From an optimization exercise on the open Yosys and OpenROAD flow, aimed at small area, a short achievable clock period and few clock cycles; shortcuts taken in it are not production practice.
In this exercise RTL edits were held to simulation tests only and were not proved equivalent to the original.

`run.sh`:
```
#!/bin/bash
# synth_recipe.tcl (not shown) runs the flow's synth.tcl, then flattens the netlist and writes it again
# the make line also repeats each setting of config.mk as NAME=value (left out here)
make -C /OpenROAD-flow-scripts/flow DESIGN_CONFIG=/design/flow/config.mk WORK_HOME=/design/flow/orfs CLKGATE_MAP_FILE= SYNTH_SCRIPT=/design/flow/synth_recipe.tcl finish
```
`config.mk`:
```
export PLATFORM = sky130hd
export DESIGN_NAME = pressure_temp_compensator
export DESIGN_NICKNAME = pressure_temp_compensator
export VERILOG_FILES = /design/flow/design.v
export SDC_FILE = /design/flow/constraint.sdc
export NUM_CORES = 4
export LEC_CHECK = 0
export CAP_MARGIN = 20
export CORE_MARGIN = 2
export CORE_UTILIZATION = 40
export PLACE_DENSITY = 0.6
export SLEW_MARGIN = 20
```
`constraint.sdc`:
```
create_clock -name core_clock -period 15.0 [get_ports {clk}]
set_input_delay 3.0000 -clock core_clock [delete_from_list [all_inputs] [get_ports {clk}]]
set_output_delay 3.0000 -clock core_clock [all_outputs]
set_load 0.01 [all_outputs]
```
`design.v`:
```
module f32_const_div (
    input  wire        clk,
    input  wire        rst,
    input  wire        start,       
    input  wire [31:0] v,           
    input  wire        sel_65535,   
    output wire        done,        
    output wire [31:0] result
);
    localparam NB = 48;             
    reg         busy;
    reg  [5:0]  cnt;
    reg         sign;
    reg  [4:0]  shamt;              
    reg  [15:0] divisor;
    reg  [NB-1:0] dividend;         
    reg  [NB-1:0] quot;
    reg  [16:0] rem;
    reg         zero;
    function [4:0] clz32(input [31:0] x);
        integer i;
        reg found;
        begin
            clz32 = 5'd0;
            found = 1'b0;
            for (i = 31; i >= 0; i = i - 1) begin
                if (!found && x[i]) begin
                    clz32 = 5'd31 - i[4:0];
                    found = 1'b1;
                end
            end
        end
    endfunction
    wire [31:0] mag = v[31] ? (~v + 32'd1) : v;
    wire [31:0] mag_norm = mag << clz32(mag);
    wire [16:0] rem_sh  = {rem[15:0], dividend[NB-1]};
    wire        q_bit   = (rem_sh >= {1'b0, divisor});
    wire [16:0] rem_nxt = q_bit ? (rem_sh - {1'b0, divisor}) : rem_sh;
    always @(posedge clk) begin
        if (rst) begin
            busy     <= 1'b0;
            cnt      <= 6'd0;
            sign     <= 1'b0;
            shamt    <= 5'd0;
            divisor  <= 16'd0;
            dividend <= {NB{1'b0}};
            quot     <= {NB{1'b0}};
            rem      <= 17'd0;
            zero     <= 1'b0;
        end else if (start) begin
            busy     <= 1'b1;
            cnt      <= NB;
            sign     <= v[31];
            zero     <= (v == 32'd0);
            shamt    <= clz32(mag);
            divisor  <= sel_65535 ? 16'd65535 : 16'd100;
            dividend <= {mag_norm, 16'd0};
            quot     <= {NB{1'b0}};
            rem      <= 17'd0;
        end else if (busy) begin
            if (cnt == 6'd0) begin
                busy <= 1'b0;
            end else begin
                rem      <= rem_nxt;
                quot     <= {quot[NB-2:0], q_bit};
                dividend <= {dividend[NB-2:0], 1'b0};
                cnt      <= cnt - 6'd1;
            end
        end
    end
    assign done = busy && (cnt == 6'd0);
    reg [5:0]  lead;
    reg [NB-1:0] qn;                
    reg [23:0] mant;
    reg        guard, sticky;
    reg [24:0] mant_r;
    reg [8:0]  expo;
    reg [31:0] res;
    integer j;
    always @(*) begin
        lead = 6'd0;
        for (j = 0; j < NB; j = j + 1)
            if (quot[j]) lead = j[5:0];
        qn     = quot << (NB - 1 - lead);
        mant   = qn[NB-1:NB-24];
        guard  = qn[NB-25];
        sticky = (qn[NB-26:0] != 0) || (rem != 17'd0);
        mant_r = {1'b0, mant} + ((guard && (sticky || mant[0])) ? 25'd1 : 25'd0);
        expo   = 9'd127 + {3'd0, lead} - 9'd16 - {4'd0, shamt};
        if (mant_r[24]) begin
            expo   = expo + 9'd1;
            mant_r = mant_r >> 1;
        end
        if (zero)
            res = 32'd0;
        else
            res = {sign, expo[7:0], mant_r[22:0]};
    end
    assign result = res;
endmodule
module pressure_temp_compensator (
    input  wire        clk,
    input  wire        rst,         
    input  wire        req_valid,
    input  wire        req_write,
    input  wire [5:0]  req_addr,    
    input  wire [31:0] req_wdata,
    output wire        req_ready,
    output wire [31:0] rdata
);
    localparam A_CMD = 6'd0, A_STATUS = 6'd1, A_CRC = 6'd2,
               A_COEF0 = 6'd4, A_COEF6 = 6'd10, A_D1 = 6'd12, A_D2 = 6'd13,
               A_FRAME0 = 6'd14, A_FRAME5 = 6'd19, A_BASELINE = 6'd20,
               A_TEMP_I = 6'd24, A_PRES_I = 6'd25, A_TEMP_F = 6'd26, A_PRES_F = 6'd27,
               A_HT_TEMP_N = 6'd28, A_HT_HUM_N = 6'd29, A_HT_TEMP_F = 6'd30,
               A_HT_HUM_F = 6'd31, A_ALT_F = 6'd32;
    localparam E_OK = 4'd0, E_CAL = 4'd1, E_CALINV = 4'd2, E_FRAME = 4'd3,
               E_BASE = 4'd4, E_NOPRES = 4'd5, E_ILLEGAL = 4'd6;
    localparam S_IDLE  = 4'd0,
               S_PT1   = 4'd1, S_PT2 = 4'd2, S_PT3 = 4'd3, S_PT4 = 4'd4,
               S_PT_CT = 4'd5, S_PT_CP = 4'd6,
               S_HT1   = 4'd7, S_HT_CT = 4'd8, S_HT_CH = 4'd9;
    reg [15:0] coef [0:6];
    reg [23:0] d1, d2;
    reg [7:0]  frame [0:5];
    reg [31:0] baseline;
    reg        cal_valid, pt_valid, ht_valid, alt_valid, t_crc_ok, h_crc_ok, wlock;
    reg [3:0]  err;
    reg [3:0]  crc4_calc, crc4_stored;
    reg [7:0]  crc8_t, crc8_h;
    reg [31:0] temp_i, pres_i, temp_f, pres_f;
    reg [31:0] ht_temp_n, ht_hum_n, ht_temp_f, ht_hum_f;
    reg [31:0] alt_f;
    reg [3:0]  state;
    function [3:0] crc4(input [15:0] c0, input [15:0] c1, input [15:0] c2,
                        input [15:0] c3, input [15:0] c4, input [15:0] c5,
                        input [15:0] c6);
        reg [127:0] stream;
        reg [15:0]  r;
        integer k, b;
        begin
            stream = {c0 & 16'h0FFF, c1, c2, c3, c4, c5, c6, 16'h0000};
            r = 16'h0000;
            for (k = 0; k < 16; k = k + 1) begin
                r = r ^ {8'h00, stream[127 - 8*k -: 8]};
                for (b = 0; b < 8; b = b + 1)
                    r = r[15] ? ((r << 1) ^ 16'h3000) : (r << 1);
            end
            crc4 = r[15:12];
        end
    endfunction
    function [7:0] crc8(input [7:0] b0, input [7:0] b1);
        reg [7:0] r;
        integer b;
        begin
            r = 8'hFF ^ b0;
            for (b = 0; b < 8; b = b + 1)
                r = r[7] ? ((r << 1) ^ 8'h31) : (r << 1);
            r = r ^ b1;
            for (b = 0; b < 8; b = b + 1)
                r = r[7] ? ((r << 1) ^ 8'h31) : (r << 1);
            crc8 = r;
        end
    endfunction
    wire [3:0] crc4_now  = crc4(coef[0], coef[1], coef[2], coef[3], coef[4], coef[5], coef[6]);
    wire [7:0] crc8_t_now = crc8(frame[0], frame[1]);
    wire [7:0] crc8_h_now = crc8(frame[3], frame[4]);
    wire       t_ok_now  = (crc8_t_now == frame[2]);
    wire       h_ok_now  = (crc8_h_now == frame[5]);
    wire base_ok = !baseline[31] && (baseline[30:23] != 8'hFF) && (baseline[30:0] != 31'd0);
    wire idle   = (state == S_IDLE);
    wire accept = req_valid && idle;
    wire wr     = accept && req_write;
    wire cmd_wr = wr && (req_addr == A_CMD);
    assign req_ready = idle;
    reg [31:0] rd_mux;
    always @(*) begin
        case (req_addr)
            A_STATUS:    rd_mux = {20'd0, err, 1'b0, wlock, h_crc_ok, t_crc_ok,
                                   alt_valid, ht_valid, pt_valid, cal_valid};
            A_CRC:       rd_mux = {8'd0, crc8_h, crc8_t, crc4_stored, crc4_calc};
            6'd4, 6'd5, 6'd6, 6'd7, 6'd8, 6'd9, 6'd10:
                         rd_mux = {16'd0, coef[req_addr - A_COEF0]};
            A_D1:        rd_mux = {8'd0, d1};
            A_D2:        rd_mux = {8'd0, d2};
            6'd14, 6'd15, 6'd16, 6'd17, 6'd18, 6'd19:
                         rd_mux = {24'd0, frame[req_addr - A_FRAME0]};
            A_BASELINE:  rd_mux = baseline;
            A_TEMP_I:    rd_mux = temp_i;
            A_PRES_I:    rd_mux = pres_i;
            A_TEMP_F:    rd_mux = temp_f;
            A_PRES_F:    rd_mux = pres_f;
            A_HT_TEMP_N: rd_mux = ht_temp_n;
            A_HT_HUM_N:  rd_mux = ht_hum_n;
            A_HT_TEMP_F: rd_mux = ht_temp_f;
            A_HT_HUM_F:  rd_mux = ht_hum_f;
            A_ALT_F:     rd_mux = alt_f;
            default:     rd_mux = 32'd0;
        endcase
    end
    assign rdata = rd_mux;
    reg  signed [25:0] dT;
    reg  signed [31:0] temp1, t2;
    reg  signed [39:0] off1, sens1;
    reg  signed [31:0] temp_c;
    reg  signed [39:0] off_c, sens_c;
    reg  signed [31:0] p_c;
    wire signed [16:0] c1s = {1'b0, coef[1]};
    wire signed [16:0] c2s = {1'b0, coef[2]};
    wire signed [16:0] c3s = {1'b0, coef[3]};
    wire signed [16:0] c4s = {1'b0, coef[4]};
    wire signed [16:0] c6s = {1'b0, coef[6]};
    wire signed [24:0] d1s = {1'b0, d1};
    wire signed [25:0] dT_nxt = $signed({2'b00, d2}) - $signed({2'b00, coef[5], 8'd0});
    wire signed [42:0] m_t = dT * c6s;
    wire signed [42:0] m_o = dT * c4s;
    wire signed [42:0] m_s = dT * c3s;
    wire signed [51:0] m_dd = dT * dT;
    wire signed [42:0] q_t = (m_t + (m_t[42] ? 43'sd8388607 : 43'sd0)) >>> 23;
    wire signed [42:0] q_o = (m_o + (m_o[42] ? 43'sd63 : 43'sd0)) >>> 6;
    wire signed [42:0] q_s = (m_s + (m_s[42] ? 43'sd127 : 43'sd0)) >>> 7;
    wire signed [31:0] temp1_nxt = 32'sd2000 + q_t[31:0];
    wire signed [39:0] off1_nxt  = $signed({c2s, 17'd0}) + q_o[39:0];
    wire signed [39:0] sens1_nxt = $signed({c1s, 16'd0}) + q_s[39:0];
    wire signed [31:0] t2_nxt    = m_dd[51:31];
    wire        low1 = (temp1 < 32'sd2000);
    wire        low2 = (temp1 < -32'sd1500);
    wire signed [19:0] ta = temp1 - 32'sd2000;
    wire signed [19:0] tb = temp1 + 32'sd1500;
    wire signed [39:0] sq_a = ta * ta;
    wire signed [39:0] sq_b = tb * tb;
    wire signed [39:0] off2_a  = (40'sd5 * sq_a) >>> 1;
    wire signed [39:0] sens2_a = (40'sd5 * sq_a) >>> 2;
    wire signed [39:0] off2_b  = 40'sd7 * sq_b;
    wire signed [39:0] sens2_b = (40'sd11 * sq_b) >>> 1;
    wire signed [39:0] off2    = low1 ? (off2_a  + (low2 ? off2_b  : 40'sd0)) : 40'sd0;
    wire signed [39:0] sens2   = low1 ? (sens2_a + (low2 ? sens2_b : 40'sd0)) : 40'sd0;
    wire signed [31:0] temp_c_nxt = low1 ? (temp1 - t2) : temp1;
    wire signed [39:0] off_c_nxt  = off1 - off2;
    wire signed [39:0] sens_c_nxt = sens1 - sens2;
    wire signed [63:0] m_p = d1s * sens_c;
    wire signed [63:0] p_diff = (m_p >>> 21) - off_c;
    wire signed [63:0] p_full = p_diff >>> 15;
    wire signed [31:0] p_nxt = p_full[31:0];
    wire [15:0] raw_t = {frame[0], frame[1]};
    wire [15:0] raw_h = {frame[3], frame[4]};
    wire signed [31:0] nt_nxt  = $signed(32'd175 * raw_t) - 32'sd2949075;
    wire signed [31:0] nh_lin  = $signed(32'd125 * raw_h) - 32'sd393210;
    wire signed [31:0] nh_nxt  = (nh_lin < 0) ? 32'sd0 :
                                 (nh_lin > 32'sd6553500) ? 32'sd6553500 : nh_lin;
    reg  signed [31:0] nt_r, nh_r;
    reg         cv_start;
    reg  [31:0] cv_v;
    reg         cv_sel;
    wire        cv_done;
    wire [31:0] cv_res;
    f32_const_div u_cvt (
        .clk(clk), .rst(rst), .start(cv_start), .v(cv_v), .sel_65535(cv_sel),
        .done(cv_done), .result(cv_res)
    );
    reg [31:0] f_first;             
    always @(posedge clk) begin
        if (rst) begin
            coef[0] <= 16'd0; coef[1] <= 16'd0; coef[2] <= 16'd0; coef[3] <= 16'd0;
            coef[4] <= 16'd0; coef[5] <= 16'd0; coef[6] <= 16'd0;
            d1 <= 24'd0; d2 <= 24'd0;
            frame[0] <= 8'd0; frame[1] <= 8'd0; frame[2] <= 8'd0;
            frame[3] <= 8'd0; frame[4] <= 8'd0; frame[5] <= 8'd0;
            baseline <= 32'd0;
            cal_valid <= 1'b0; pt_valid <= 1'b0; ht_valid <= 1'b0; alt_valid <= 1'b0;
            t_crc_ok <= 1'b0; h_crc_ok <= 1'b0; wlock <= 1'b0;
            err <= E_OK;
            crc4_calc <= 4'd0; crc4_stored <= 4'd0; crc8_t <= 8'd0; crc8_h <= 8'd0;
            temp_i <= 32'd0; pres_i <= 32'd0; temp_f <= 32'd0; pres_f <= 32'd0;
            ht_temp_n <= 32'd0; ht_hum_n <= 32'd0; ht_temp_f <= 32'd0; ht_hum_f <= 32'd0;
            alt_f <= 32'd0;
            state <= S_IDLE;
            dT <= 26'sd0; temp1 <= 32'sd0; t2 <= 32'sd0; off1 <= 40'sd0; sens1 <= 40'sd0;
            temp_c <= 32'sd0; off_c <= 40'sd0; sens_c <= 40'sd0; p_c <= 32'sd0;
            nt_r <= 32'sd0; nh_r <= 32'sd0;
            cv_start <= 1'b0; cv_v <= 32'd0; cv_sel <= 1'b0;
            f_first <= 32'd0;
        end else begin
            cv_start <= 1'b0;
            case (state)
            S_IDLE: begin
                if (wr) begin
                    case (req_addr)
                    A_CMD: begin
                        if (req_wdata == 32'd1) begin
                            crc4_calc   <= crc4_now;
                            crc4_stored <= coef[0][15:12];
                            if (crc4_now == coef[0][15:12]) begin
                                cal_valid <= 1'b1;
                                err <= E_OK;
                            end else begin
                                cal_valid <= 1'b0;
                                err <= E_CAL;
                            end
                        end else if (req_wdata == 32'd2) begin
                            if (!cal_valid) begin
                                pt_valid <= 1'b0;
                                err <= E_CALINV;
                            end else begin
                                state <= S_PT1;
                            end
                        end else if (req_wdata == 32'd3) begin
                            crc8_t   <= crc8_t_now;
                            crc8_h   <= crc8_h_now;
                            t_crc_ok <= t_ok_now;
                            h_crc_ok <= h_ok_now;
                            if (!(t_ok_now && h_ok_now)) begin
                                ht_valid <= 1'b0;
                                err <= E_FRAME;
                            end else begin
                                state <= S_HT1;
                            end
                        end else if (req_wdata == 32'd4) begin
                            if (!pt_valid) begin
                                alt_valid <= 1'b0;
                                err <= E_NOPRES;
                            end else if (!base_ok) begin
                                alt_valid <= 1'b0;
                                err <= E_BASE;
                            end else begin
                                alt_f <= 32'd0;
                                alt_valid <= 1'b1;
                                err <= E_OK;
                            end
                        end else begin
                            err <= E_ILLEGAL;
                        end
                    end
                    6'd4, 6'd5, 6'd6, 6'd7, 6'd8, 6'd9, 6'd10: begin
                        if (cal_valid)
                            wlock <= 1'b1;
                        else
                            coef[req_addr - A_COEF0] <= req_wdata[15:0];
                    end
                    A_D1: d1 <= req_wdata[23:0];
                    A_D2: d2 <= req_wdata[23:0];
                    6'd14, 6'd15, 6'd16, 6'd17, 6'd18, 6'd19:
                        frame[req_addr - A_FRAME0] <= req_wdata[7:0];
                    A_BASELINE: baseline <= req_wdata;
                    default: ;
                    endcase
                end
            end
            S_PT1: begin
                dT <= dT_nxt;
                state <= S_PT2;
            end
            S_PT2: begin
                temp1 <= temp1_nxt;
                off1  <= off1_nxt;
                sens1 <= sens1_nxt;
                t2    <= t2_nxt;
                state <= S_PT3;
            end
            S_PT3: begin
                temp_c <= temp_c_nxt;
                off_c  <= off_c_nxt;
                sens_c <= sens_c_nxt;
                state  <= S_PT4;
            end
            S_PT4: begin
                p_c      <= p_nxt;
                cv_start <= 1'b1;
                cv_v     <= temp_c;
                cv_sel   <= 1'b0;
                state    <= S_PT_CT;
            end
            S_PT_CT: begin
                if (cv_done) begin
                    f_first  <= cv_res;
                    cv_start <= 1'b1;
                    cv_v     <= p_c;
                    cv_sel   <= 1'b0;
                    state    <= S_PT_CP;
                end
            end
            S_PT_CP: begin
                if (cv_done) begin
                    temp_i   <= temp_c;
                    pres_i   <= p_c;
                    temp_f   <= f_first;
                    pres_f   <= cv_res;
                    pt_valid <= 1'b1;
                    err      <= E_OK;
                    state    <= S_IDLE;
                end
            end
            S_HT1: begin
                nt_r     <= nt_nxt;
                nh_r     <= nh_nxt;
                cv_start <= 1'b1;
                cv_v     <= nt_nxt;
                cv_sel   <= 1'b1;
                state    <= S_HT_CT;
            end
            S_HT_CT: begin
                if (cv_done) begin
                    f_first  <= cv_res;
                    cv_start <= 1'b1;
                    cv_v     <= nh_r;
                    cv_sel   <= 1'b1;
                    state    <= S_HT_CH;
                end
            end
            S_HT_CH: begin
                if (cv_done) begin
                    ht_temp_n <= nt_r;
                    ht_hum_n  <= nh_r;
                    ht_temp_f <= f_first;
                    ht_hum_f  <= cv_res;
                    ht_valid  <= 1'b1;
                    err       <= E_OK;
                    state     <= S_IDLE;
                end
            end
            default: state <= S_IDLE;
            endcase
        end
    end
endmodule
```
==> flow_summary.json <==
{
  "status": "no timing/DRC/antenna violations",
  "dpl.hpwl_um": 502000,
  "synth-seq-cells": 1020,
  "drt_pass1_iterations": 9,
  "ant_nets": 0,
  "cp_max_fo": 18,
  "rsz0062_at_grt": "false",
  "drc": 0,
  "core_sq_mm": 0.496,
  "finalInstanceArea_sq_mm": 0.212,
  "timing.final.ws_setup_ns": 0.847,
  "finalMaxSlewViolations": 0,
  "insertion_delay_ns": 0.91,
  "clkTransAtPathRegs_ns": 0.06,
  "fill_cells": 49400,
  "post-place-ws_ns": 0.162,
  "slowest_stage": "dfxtp_1",
  "synth_edf_count": 160,
  "io_buffer_count": 74,
  "drt-wirelength-per-cell_um": 21.6,
  "post_synth_num_cell_types": 110,
  "die_area_sq_mm": 0.503,
  "synth-warning-count": 2,
  "setup_tns_ns": 0,
  "postPlaceCellArea_sq_mm": 0.208,
  "tightest_slew_ns": 1.25,
  "cts_buffer_depth": 4,
  "crit_required_ns": 15.63,
  "yosysTopAreaCell": "fa_1",
  "end_kind": "flop",
  "yosysSeqAreaShare": 0.111,
  "syn2layout_area_growth_pct": 6.78,
  "nets": 27800,
  "grt_max_degree": 134,
  "avgSynthCellArea_sq_um": 8.72,
  "utilization": 0.428,
  "finClkSkew_ns": 0.142,
  "pin_count": 75,
  "max_slew_margin": 0.164,
  "setup_viol": 0,
  "die_height_um": 709,
  "fin_crit_sh": 0.944,
  "drive_gt1_frac": 0.0457,
  "grt_pass1_vias": 161000,
  "slowest_delay_ns": 0.88,
  "htreeDepth": 3,
  "cts_hold_buf": 0,
  "grt_usage": 0.254,
  "synth_cells": 22800,
  "cts_tree": "yes",
  "synthFlopType": "dfxtp_1",
  "cts_made_buffers": 123,
  "drt-initial-drc-count": 12800,
  "finalWirelength_um": 632000,
  "crit_type": "reg2reg",
  "placed_cells": 29000,
  "dr_total_vias": 155000,
  "syn-cell-area_sq_mm": 0.199,
  "overflow": 0,
  "clkSinkCount": 1020,
  "hold_viol": 0,
  "period_needed_ns": 14.15,
  "async_flop_share": 0,
  "fmax_ghz": 0.0707,
  "crit_arrival_ns": 14.78,
  "post_drt_via_cell_ratio": 5.30,
  "fin_cells": 29200,
  "multiInputGateArea_sq_mm": 0.156,
  "cts_root_buf": "clkbuf_16",
  "grt_pass1_wl_um": 980000,
  "start_util": 0.401,
  "max_cap_viol_count": 0,
  "start_kind": "flop",
  "place_congestion": 0.965,
  "antenna_found_initial": 25,
  "die-width_um": 709,
  "area.sequential_sq_mm": 0.0221,
  "yosysTopAreaCellShare": 0.377,
  "min_path_type": "reg2reg",
  "num_rows": 259,
  "whs_ns": 0.429,
  "synthTopCellsByArea": "fa_1, ha_1, dfxtp_1, inv_1, nand2_1"
}
==> metal layers <==
| metal | GRT usage | vias to the layer above | wire length [um] |
|---|---|---|---|
| li1 | - | 70000 | - |
| met1 | 0.338 | 78400 | 261000 |
| met2 | 0.412 | 5366 | 291000 |
| met3 | 0.0321 | 1180 | 44200 |
| met4 | 0.116 | 8 | 35600 |
| met5 | 0 | - | 46 |
==> worst max-delay path, delay by kind of cell (launching register included) <==
family | cells | cell delay (ns)
AOI/OAI and AO/OA | 15 | 2.66
DFF | 1 | 0.88
adders and majority gates | 13 | 5.76
xor gates and xnor gates | 4 | 0.89
and+or+nand+nor | 13 | 2.81
buffers and inverters | 9 | 0.89
==> cell families (layout without fill, tap and decap cells) <==
logic type / Yosys count / count (layout) / share of synthesized area
AO/OA/AOI/OAI: 2969 / 2969 / 0.0952
XOR/XNOR: 1050 / 1050 / 0.0482
adder cells (fa/ha/maj): 5257 / 5257 / 0.472
buffers and inverters: 5573 / 5279 / 0.105
flip-flops: 1020 / 1020 / 0.111
multiplexers: 198 / 198 / 0.0125
other: 2 / 36 / 0.0000377
AND/OR/NAND/NOR: 6762 / 6762 / 0.156
==> synthesized netlist by cell type, types with 24 or more instances <==
library cell     n
nor2_1        1100
a21boi_0        37
or2_2           47
nor2b_1        120
a211o_1         30
a221oi_1        70
o31ai_1         54
mux2_2          49
xnor2_1        717
o2111ai_1       25
o21bai_1       115
mux2i_1        114
and3_1          98
buf_1           62
fa_1          3745
mux4_2          34
dfxtp_1        860
a21o_1         195
inv_1         4464
a211oi_1       187
and2_1        1183
clkbuf_1      1004
edfxtp_1       160
a22oi_1         49
o22ai_1         54
a31oi_1         60
a22o_1          75
nand4_1         66
o21ai_0        445
nand3_1        238
nand2b_1       131
o211ai_1        66
ha_1          1511
nand2_1       3217
nor3_1         272
a222oi_1        28
nor4_1          83
nor3b_1         24
xor2_1         302
o21a_1          91
a21oi_1       1136
or3_1          101
==> placed cells by master (no fill, tap or decap), drive strengths merged, types with 273 or more instances in the layout <==
master,Yosys,routed
inv,4470,4483
fa,3745,3745
nand2,3218,3218
ha,1511,1511
and2,1185,1185
a21oi,1136,1136
nor2,1101,1101
dfxtp,860,860
xnor2,730,730
buf,84,506
o21ai,449,449
xor2,304,304
nor3,273,273
==> path summary, 6_finish.rpt <==
| path | start | endpoint | slack, ns | depth (start not counted) |
|---|---|---|---|---|
| setup / recovery | temp1[12]$_SDFFE_PP0P_ | off_c[39]$_SDFFE_PP0P_ | 0.85 | 54 |
| hold / removal | temp_c[11]$_SDFFE_PP0P_ | temp_i[11]$_SDFFE_PP0P_ | 0.43 | 2 |
| setup reg to reg | temp1[12]$_SDFFE_PP0P_ | off_c[39]$_SDFFE_PP0P_ | 0.85 | 54 |
| hold reg to reg | temp_c[11]$_SDFFE_PP0P_ | temp_i[11]$_SDFFE_PP0P_ | 0.43 | 2 |
==> final cells by class <==
type,count,share of cell area
Timing Repair Buffer,576,0.0217
Clock buffer,154,0.0157
Inverter,4481,0.0792
Tap cell,6655,0.0392
Clock inverter,68,0.00387
Sequential cell,1020,0.104
Multi-Input combinational cell,16300,0.736
Antenna cell,13,0.000153
==> flip-flops by register name, indices dropped and copies added, names as in the netlist, 24 cells and up <==
name / cells
ht_temp_n: 25
sens_c: 40
ht_temp_f: 32
baseline: 32
sens1: 37
d2: 24
d1: 24
coef: 112
frame: 64
pres_i: 29
u_cvt.dividend: 32
off_c: 40
cv_v: 29
off1: 38
ht_hum_f: 32
f_first: 32
u_cvt.quot: 48
p_c: 29
temp_f: 32
nt_r: 25
pres_f: 32
dT: 25
==> repair_timing <==
| item | CTS | global route |
|---|---|---|
| setup endpoints to repair | 0 | 20 |
| resized for setup | 0 | 37 |
| setup buffers | 0 | 11 |
Testbench counts, summed over its fixed seeds: cycles 43,464.

what the ideal ports hide:
No port has a modelled driver above. Below, the same layout with a new extraction and two added sets of constraints.
Step 1, drivers: a clkbuf_16 drives clk and a buf_2 each remaining input, both assumed.
Step 2 times the ports against the registers' clock, not the clock port: input delays grow and output delays shrink by t, the midpoint of the rising clock arrivals with the driver on.
Three values: ideal ports, drivers, drivers and shift; two values: the first two.
t, ns: 0.937
setup slack, ns: 0.847 / 0.847 / 0.847
pins driven straight from the clock port: 1
After both steps this run still meets setup and hold. For this run, drivers alone change the setup slack by 0.000 ns; drivers and shift together by 0.000 ns.
